From an optimization exercise on the open Yosys and OpenROAD flow, aimed at small area; shortcuts taken in it are not production practice. The RTL was checked by simulation tests, not by an equivalence proof against the original design. Power is estimated from default activity; no workload was simulated.

==> flow/design.v <==
module tac_exec_unit (
    input  wire        clk,
    input  wire        rst,
    input  wire        flush,
    input  wire        claim,       
    input  wire [4:0]  c_op,
    input  wire [31:0] c_vj,
    input  wire [31:0] c_vk,
    input  wire [1:0]  c_slot,
    input  wire [7:0]  c_rob,
    output wire        idle,        
    output reg         pub_valid,   
    output reg  [1:0]  pub_slot,
    output reg  [7:0]  pub_rob,
    output reg  [31:0] pub_value
);
    localparam [4:0] OP_ADD   = 5'd1,  OP_ADDI  = 5'd2,  OP_SUB  = 5'd3,
                     OP_MUL   = 5'd4,  OP_DIV   = 5'd5,  OP_AND  = 5'd6,
                     OP_ANDI  = 5'd7,  OP_OR    = 5'd8,  OP_ORI  = 5'd9,
                     OP_XOR   = 5'd10, OP_SLL   = 5'd11, OP_SLLV = 5'd12,
                     OP_SRL   = 5'd13, OP_SRLV  = 5'd14, OP_CMP  = 5'd15,
                     OP_CMPLT = 5'd16, OP_LC    = 5'd17, OP_MV   = 5'd18;
    reg        busy;
    reg [3:0]  remaining;
    reg [4:0]  op_r;
    reg [31:0] a_r, b_r;
    reg [1:0]  slot_r;
    reg [7:0]  rob_r;
    reg [32:0] div_num;
    reg [32:0] div_rem;
    reg [31:0] div_den;
    reg        div_neg;
    reg        div_zero;
    assign idle = !busy;
    wire [4:0] shamt = c_vk[4:0];
    reg  [31:0] single_result;
    always @* begin
        case (c_op)
            OP_AND, OP_ANDI: single_result = c_vj & c_vk;
            OP_OR,  OP_ORI:  single_result = c_vj | c_vk;
            OP_XOR:          single_result = c_vj ^ c_vk;
            OP_SLL, OP_SLLV: single_result = c_vj << shamt;
            OP_SRL, OP_SRLV: single_result = $signed(c_vj) >>> shamt;
            OP_CMP:          single_result = {31'd0, c_vj == c_vk};
            OP_CMPLT:        single_result = {31'd0, $signed(c_vj) < $signed(c_vk)};
            OP_LC,  OP_MV:   single_result = c_vj;
            default:         single_result = 32'd0;
        endcase
    end
    reg [3:0] latency;
    always @* begin
        case (c_op)
            OP_ADD, OP_ADDI, OP_SUB: latency = 4'd2;
            OP_MUL:                  latency = 4'd4;
            OP_DIV:                  latency = 4'd14;
            default:                 latency = 4'd1;
        endcase
    end
    reg [32:0] step_rem [0:3];
    reg [32:0] step_num [0:3];
    reg [32:0] trial;
    integer i;
    always @* begin
        step_rem[0] = div_rem;
        step_num[0] = div_num;
        for (i = 0; i < 3; i = i + 1) begin
            trial = {step_rem[i][31:0], step_num[i][32]} - {1'b0, div_den};
            if (trial[32]) begin
                step_rem[i+1] = {step_rem[i][31:0], step_num[i][32]};
                step_num[i+1] = {step_num[i][31:0], 1'b0};
            end else begin
                step_rem[i+1] = trial;
                step_num[i+1] = {step_num[i][31:0], 1'b1};
            end
        end
    end
    wire [31:0] quotient = div_num[31:0];
    reg  [31:0] div_result;
    always @* begin
        if (div_zero)
            div_result = 32'd0;
        else if (div_neg)
            div_result = (div_rem != 33'd0) ? ~quotient : -quotient;
        else
            div_result = quotient;
    end
    reg [31:0] multi_result;
    always @* begin
        case (op_r)
            OP_ADD, OP_ADDI: multi_result = a_r + b_r;
            OP_SUB:          multi_result = a_r - b_r;
            OP_MUL:          multi_result = a_r * b_r;
            OP_DIV:          multi_result = div_result;
            default:         multi_result = 32'd0;
        endcase
    end
    wire [31:0] abs_j = c_vj[31] ? -c_vj : c_vj;
    wire [31:0] abs_k = c_vk[31] ? -c_vk : c_vk;
    always @* begin
        pub_valid = 1'b0;
        pub_slot  = slot_r;
        pub_rob   = rob_r;
        pub_value = multi_result;
        if (!flush) begin
            if (busy && remaining == 4'd1) begin
                pub_valid = 1'b1;
            end else if (!busy && claim && latency == 4'd1) begin
                pub_valid = 1'b1;
                pub_slot  = c_slot;
                pub_rob   = c_rob;
                pub_value = single_result;
            end
        end
    end
    always @(posedge clk) begin
        if (rst || flush) begin
            busy      <= 1'b0;
            remaining <= 4'd0;
        end else if (busy) begin
            remaining <= remaining - 4'd1;
            if (op_r == OP_DIV && remaining >= 4'd3) begin
                div_rem <= step_rem[3];
                div_num <= step_num[3];
            end
            if (remaining == 4'd1)
                busy <= 1'b0;
        end else if (claim && latency != 4'd1) begin
            busy      <= 1'b1;
            remaining <= latency - 4'd1;
            op_r      <= c_op;
            a_r       <= c_vj;
            b_r       <= c_vk;
            slot_r    <= c_slot;
            rob_r     <= c_rob;
            div_num   <= {1'b0, abs_j};
            div_rem   <= 33'd0;
            div_den   <= abs_k;
            div_neg   <= c_vj[31] ^ c_vk[31];
            div_zero  <= (c_vk == 32'd0);
        end
    end
endmodule
module tomasulo_alu_cluster (
    input  wire        clk,
    input  wire        rst,           
    input  wire        flush,         
    input  wire        iss_valid,
    output wire        iss_ready,     
    input  wire [4:0]  iss_op,
    input  wire        iss_j_tag,     
    input  wire [31:0] iss_j,
    input  wire        iss_k_tag,
    input  wire [31:0] iss_k,
    input  wire [7:0]  iss_rob,
    input  wire        ext_valid,
    input  wire [7:0]  ext_rob,
    input  wire [31:0] ext_value,
    output wire        wb0_valid,
    output wire [7:0]  wb0_rob,
    output wire [31:0] wb0_value,
    output wire        wb1_valid,
    output wire [7:0]  wb1_rob,
    output wire [31:0] wb1_value
);
    localparam NS = 4;
    reg        s_valid [0:NS-1];
    reg        s_inuse [0:NS-1];
    reg [4:0]  s_op    [0:NS-1];
    reg        s_jt    [0:NS-1];
    reg [31:0] s_j     [0:NS-1];
    reg        s_kt    [0:NS-1];
    reg [31:0] s_k     [0:NS-1];
    reg [7:0]  s_rob   [0:NS-1];
    reg        cdb_v   [0:2];
    reg [7:0]  cdb_rob [0:2];
    reg [31:0] cdb_val [0:2];
    reg [1:0]  cdb_slot[0:1];
    wire live = !flush;    
    assign wb0_valid = cdb_v[0] && live;
    assign wb0_rob   = cdb_rob[0];
    assign wb0_value = cdb_val[0];
    assign wb1_valid = cdb_v[1] && live;
    assign wb1_rob   = cdb_rob[1];
    assign wb1_value = cdb_val[1];
    reg        w_valid [0:NS-1];
    reg        w_jt    [0:NS-1];
    reg [31:0] w_j     [0:NS-1];
    reg        w_kt    [0:NS-1];
    reg [31:0] w_k     [0:NS-1];
    integer s, c;
    always @* begin
        for (s = 0; s < NS; s = s + 1) begin
            w_valid[s] = s_valid[s] && live;
            w_jt[s] = s_jt[s];
            w_j[s]  = s_j[s];
            w_kt[s] = s_kt[s];
            w_k[s]  = s_k[s];
            for (c = 0; c < 3; c = c + 1) begin
                if (live && cdb_v[c] && w_jt[s] && w_j[s][7:0] == cdb_rob[c]) begin
                    w_jt[s] = 1'b0;
                    w_j[s]  = cdb_val[c];
                end
                if (live && cdb_v[c] && w_kt[s] && w_k[s][7:0] == cdb_rob[c]) begin
                    w_kt[s] = 1'b0;
                    w_k[s]  = cdb_val[c];
                end
            end
            for (c = 0; c < 2; c = c + 1)
                if (live && cdb_v[c] && cdb_slot[c] == s[1:0])
                    w_valid[s] = 1'b0;
        end
    end
    wire       u0_idle, u1_idle;
    reg        u0_claim, u1_claim;
    reg [1:0]  u0_sel, u1_sel;
    always @* begin
        u0_claim = 1'b0; u0_sel = 2'd0;
        u1_claim = 1'b0; u1_sel = 2'd0;
        if (u0_idle && live) begin
            for (s = NS - 1; s >= 0; s = s - 1)
                if (w_valid[s] && !s_inuse[s] && !w_jt[s] && !w_kt[s]) begin
                    u0_claim = 1'b1;
                    u0_sel   = s[1:0];
                end
        end
        if (u1_idle && live) begin
            for (s = NS - 1; s >= 0; s = s - 1)
                if (w_valid[s] && !s_inuse[s] && !w_jt[s] && !w_kt[s] &&
                    !(u0_claim && u0_sel == s[1:0])) begin
                    u1_claim = 1'b1;
                    u1_sel   = s[1:0];
                end
        end
    end
    wire        u0_pv, u1_pv;
    wire [1:0]  u0_ps, u1_ps;
    wire [7:0]  u0_pr, u1_pr;
    wire [31:0] u0_pval, u1_pval;
    tac_exec_unit u0 (
        .clk(clk), .rst(rst), .flush(flush), .claim(u0_claim),
        .c_op(s_op[u0_sel]), .c_vj(w_j[u0_sel]), .c_vk(w_k[u0_sel]),
        .c_slot(u0_sel), .c_rob(s_rob[u0_sel]),
        .idle(u0_idle), .pub_valid(u0_pv), .pub_slot(u0_ps), .pub_rob(u0_pr), .pub_value(u0_pval));
    tac_exec_unit u1 (
        .clk(clk), .rst(rst), .flush(flush), .claim(u1_claim),
        .c_op(s_op[u1_sel]), .c_vj(w_j[u1_sel]), .c_vk(w_k[u1_sel]),
        .c_slot(u1_sel), .c_rob(s_rob[u1_sel]),
        .idle(u1_idle), .pub_valid(u1_pv), .pub_slot(u1_ps), .pub_rob(u1_pr), .pub_value(u1_pval));
    reg       free_found;
    reg [1:0] free_slot;
    always @* begin
        free_found = 1'b0;
        free_slot  = 2'd0;
        for (s = NS - 1; s >= 0; s = s - 1)
            if (!w_valid[s]) begin
                free_found = 1'b1;
                free_slot  = s[1:0];
            end
    end
    assign iss_ready = free_found;
    wire do_issue = iss_valid && free_found;
    always @(posedge clk) begin
        if (rst) begin
            for (s = 0; s < NS; s = s + 1) begin
                s_valid[s] <= 1'b0;
                s_inuse[s] <= 1'b0;
            end
            for (c = 0; c < 3; c = c + 1)
                cdb_v[c] <= 1'b0;
        end else begin
            for (s = 0; s < NS; s = s + 1) begin
                s_valid[s] <= w_valid[s];
                s_jt[s]    <= w_jt[s];
                s_j[s]     <= w_j[s];
                s_kt[s]    <= w_kt[s];
                s_k[s]     <= w_k[s];
                if ((u0_claim && u0_sel == s[1:0]) || (u1_claim && u1_sel == s[1:0]))
                    s_inuse[s] <= 1'b1;
                if (do_issue && free_slot == s[1:0]) begin
                    s_valid[s] <= 1'b1;
                    s_inuse[s] <= 1'b0;
                    s_op[s]    <= iss_op;
                    s_jt[s]    <= iss_j_tag;
                    s_j[s]     <= iss_j;
                    s_kt[s]    <= iss_k_tag;
                    s_k[s]     <= iss_k;
                    s_rob[s]   <= iss_rob;
                end
            end
            cdb_v[0]    <= u0_pv;
            cdb_rob[0]  <= u0_pr;
            cdb_val[0]  <= u0_pval;
            cdb_slot[0] <= u0_ps;
            cdb_v[1]    <= u1_pv;
            cdb_rob[1]  <= u1_pr;
            cdb_val[1]  <= u1_pval;
            cdb_slot[1] <= u1_ps;
            cdb_v[2]    <= ext_valid && live;
            cdb_rob[2]  <= ext_rob;
            cdb_val[2]  <= ext_value;
        end
    end
endmodule
==> flow/run.sh <==
#!/bin/bash
# synth_recipe.tcl (not shown) runs the flow's synth.tcl, then flattens the netlist and writes it again
# the make line also repeats each setting of config.mk as NAME=value (left out here)
make -C /OpenROAD-flow-scripts/flow DESIGN_CONFIG=/design/flow/config.mk WORK_HOME=/design/flow/orfs CLKGATE_MAP_FILE= SYNTH_SCRIPT=/design/flow/synth_recipe.tcl finish
==> flow/config.mk <==
export PLATFORM = sky130hd
export DESIGN_NAME = tomasulo_alu_cluster
export DESIGN_NICKNAME = tomasulo_alu_cluster
export VERILOG_FILES = /design/flow/design.v
export SDC_FILE = /design/flow/constraint.sdc
export NUM_CORES = 4
export LEC_CHECK = 0
export CAP_MARGIN = 20
export CORE_MARGIN = 2
export CORE_UTILIZATION = 40
export SLEW_MARGIN = 20
==> flow/constraint.sdc <==
create_clock -name core_clock -period 15.0 [get_ports {clk}]
set_input_delay 3.0000 -clock core_clock [delete_from_list [all_inputs] [get_ports {clk}]]
set_output_delay 3.0000 -clock core_clock [all_outputs]
set_load 0.01 [all_outputs]
==> flow_metrics.env <==
export IMPL_core_area_um2=270000
export IMPL_place_gp_congestion=1.01
export IMPL_final_max_slew_viol_count=0
export IMPL_fmaxAchievable_mhz=70.5
export IMPL_cp_slowest_cell="or3b_4"
export IMPL_dp_cells=16200
export IMPL_cp_start_kind="flip-flop"
export IMPL_synthArstFlopShare_pct=0
export IMPL_vias=101000
export IMPL_setup_slack_ps=819
export IMPL_clock_sinks=817
export IMPL_crit_fanout=17
export IMPL_yosysMostFrequentCell="nand2_1"
export IMPL_synth_edff_count=796
export IMPL_synth_area_leaders="edfxtp_1, fa_1, ha_1, nand2_1, inv_1"
export IMPL_drive_above_1_share_pct=7.33
export IMPL_wl_um=483000
export IMPL_fin_skew_ps=46.6
export IMPL_grt_pass1_vias=95800
export IMPL_numCtsBuffers=103
export IMPL_fin_area_um2=119000
export IMPL_path_clk_slew_ps=60
export IMPL_start_util_pct=40.2
export IMPL_cp_common_cell="a21oi_1"
export IMPL_criticalPathCategory="flip-flop to flip-flop"
export IMPL_maxSlewHeadroom_pct=18.4
export IMPL_num_rows=191
export IMPL_final_setup_tns_ps=0
export IMPL_vdd_drop_max_mv=0.0935
export IMPL_hold_path_class="flip-flop to flip-flop"
export IMPL_antenna_left=0
export IMPL_synth_commonest_cells="nand2_1, inv_1, nor2_1"
export IMPL_ff2ff_path_depth=59
export IMPL_nets=14400
export IMPL_dr_first_iter_drc_count=13300
export IMPL_synth_top_flop_cell="edfxtp_1"
export IMPL_synth_nets=14600
export IMPL_syn_to_final_growth_pct=9.57
export IMPL_cts_setup_buffers=0
export IMPL_syn_area_um2=109000
export IMPL_ys_seq_area_share_pct=22.4
export IMPL_synth_warnings=38
export IMPL_cts_root_buf="clkbuf_16"
export IMPL_final_hold_viol_count=0
export IMPL_grt_start_max_net_pins=136
export IMPL_cts_hold_buf=0
export IMPL_status="finished clean"
export IMPL_ys_types=120
export IMPL_setup_violations=0
export IMPL_grt_pass1_wl_um=692000
export IMPL_min_from="s_inuse[1]"
export IMPL_drv_cap=0
export IMPL_ctsLongestPathBuffers=3
export IMPL_tightest_slew_ps=1210
export IMPL_drc_errors=0
export IMPL_tritoncts="built"
export IMPL_grt_usage_pct=34.1
export IMPL_die_height_um=525
export IMPL_io_pin_count=207
export IMPL_pre_cts_slack_ps=368
export IMPL_rrSetupSlack_ps=820
export IMPL_hold_depth=2
export IMPL_ys_ff_latch=817
export IMPL_arrival_ps=14760
export IMPL_firstDrtPassIters=8
export IMPL_clk_insertion_delay_late_ps=790
export IMPL_dieWidth_um=525
export IMPL_syn_avg_cell_area_um2=8.41
export IMPL_wl_per_cell_um=29.3
export IMPL_htree_num_levels=3
export IMPL_placed_cell_area_um2=115000
export IMPL_r2r_end="u1.div_rem[13]"
export IMPL_dieArea_um2=276000
export IMPL_portBuffers=206
export IMPL_period_needed_ps=14180
export IMPL_dp_hpwl_um=363000
export IMPL_grt_overflow=0
export IMPL_min_to="s_inuse[1]"
export IMPL_antenna_found_initial=42
export IMPL_postSynthCellCount=12900
export IMPL_fin_cells=16500
export IMPL_synth_top_area_share_pct=22.0
export IMPL_end_kind="flip-flop"
export IMPL_rsz0062_at_grt="false"
export IMPL_critPathMaxStageDelay_ps=510
export IMPL_required_ps=15580
export IMPL_yosys_area_top_type="edfxtp_1"
export IMPL_vias_per_cell=6.13
export IMPL_timing_final_crit_share_pct=94.5
export IMPL_r2r_start="u1.div_num[32]"
export IMPL_p_leak_nw=51.8
export IMPL_p_per_area_nw_per_um2=58.5
[through the flow]
step                utilization [%]  power, mW  hold slack (ps)
floorplan                         -       3.52              469
global placement               42.6       4.12              495
detailed placement             42.6       4.11              510
CTS                            44.0       6.90              522
global route                   44.0       7.11              556
finish                         44.0       6.96              525
[flip-flops by register name, summed over array words and instances (netlist names), 20 cells and up]
| name | count |
|---|---|
| s_op | 20 |
| s_k | 128 |
| u0.div_num | 33 |
| u0.b_r | 31 |
| u0.div_rem | 33 |
| cdb_rob | 24 |
| s_rob | 32 |
| cdb_val | 96 |
| u1.div_rem | 33 |
| u1.div_num | 33 |
| u0.a_r | 32 |
| u1.b_r | 31 |
| u1.a_r | 32 |
| s_j | 128 |
| u0.div_den | 32 |
| u1.div_den | 32 |
[layout by cell type, fill, tap and decap left out, types with 206 or more instances in the layout]
cell and n:
a21oi_1 996, and2_1 296, buf_4 378, clkdlybuf4s50_1 206, edfxtp_1 796, fa_1 824, ha_1 710, inv_1 1342
mux2i_1 501, nand2_1 1581, nand3_1 246, nor2_1 1052, nor3_1 214, o21ai_0 603, xnor2_1 543, xor2_1 239
[cell type report]
| cell class | count | area, um2 |
|---|---|---|
| fillers | 26800 | 151000 |
| multi-input cells | 9895 | 76200 |
| flip-flops and latches | 817 | 24300 |
| inverters | 1374 | 5170 |
| repair buffers | 594 | 5080 |
| well taps | 3570 | 4470 |
| clock buffers | 120 | 2700 |
| clock inverters | 74 | 980 |
| diodes | 21 | 52.6 |
[worst max-delay path, delay by kind of cell (launching register included)]
kind / cells / cell delay [ps]
AO/OA/AOI/OAI: 35 / 8370
AND/OR/NAND/NOR: 14 / 2930
adder cells (fa/ha/maj): 4 / 1300
buffers and inverters: 5 / 590
flip-flops: 1 / 390
multiplexers: 1 / 330
[worst max-delay path by stage]
| stage | from | endpoint | slack, ps | cells after the start |
|---|---|---|---|---|
| final | u1.div_num[32] | u1.div_rem[13] | 820 | 59 |
| after global routing | u1.div_num[32] | u1.div_rem[13] | 50 | 59 |
| after CTS | u1.div_num[32] | u1.div_rem[13] | 310 | 59 |
| after detailed placement | u1.div_num[32] | u1.div_rem[13] | 370 | 59 |
| after global placement | u1.div_num[32] | u1.div_rem[13] | 350 | 59 |
| after floorplan | u1.div_den[0] | u1.div_rem[2] | 1700 | 64 |
[routing by layer]
layer / wire length [um] / GRT usage, % / part of all wire [%] / vias up
met2: 202000 / 50.0 / 42 / 5875
li1: - / - / - / 44100
met1: 197000 / 46.4 / 41 / 49600
met5: 104 / 0 / 0.022 / -
met4: 29900 / 18.6 / 6.2 / 16
met3: 53500 / 7.60 / 11 / 1229
[power by group]
part,internal [mW],switching [mW],total [mW]
registers,2.59,0.113,2.71
clock network,1.64,1.17,2.81
logic,0.461,0.974,1.44
total,4.70,2.26,6.96
[what timing repair did]
action | 4_1_cts | 5_1_grt
setup endpoints to repair | 0 | 66
hold endpoints to repair | 0 | 0
gates resized for setup | 0 | 18
[kinds of logic after synthesis]
| logic type | share of synthesized area [%] |
|---|---|
| buf+inv | 7.83 |
| flops | 22.4 |
| compound gates | 16.5 |
| simple gates | 17.0 |
| xor+xnor | 6.33 |
| mux | 6.54 |
| fa+ha+maj | 23.4 |

separate check: timing with driven ports:
In the flow no input, the clock included, has a driving cell. The finished layout below was timed again as built, in two steps.
Step 1: set_driving_cell puts a clkbuf_16 on clk and a buf_2 on each other input, an assumption about the parent block.
Step 2 moves the port delays by t, midway between the first and last clock arrival at a register: inputs arrive t later, outputs are due t later. That takes back most of the time a late clock gives input paths.
a / b / c = no drivers / after step 1 / after step 2; a / b = the first two.
shift t [ns]: 0.875
setup slack, ns: 0.819 / 0.819 / 0.819
clock arrival spread, ns: 0.047 / 0.047
cell pins on the clock port's net: 1
After both steps setup and hold are still met in this run. For this run, drivers alone change the setup slack by 0.000 ns; drivers and shift together by 0.000 ns.
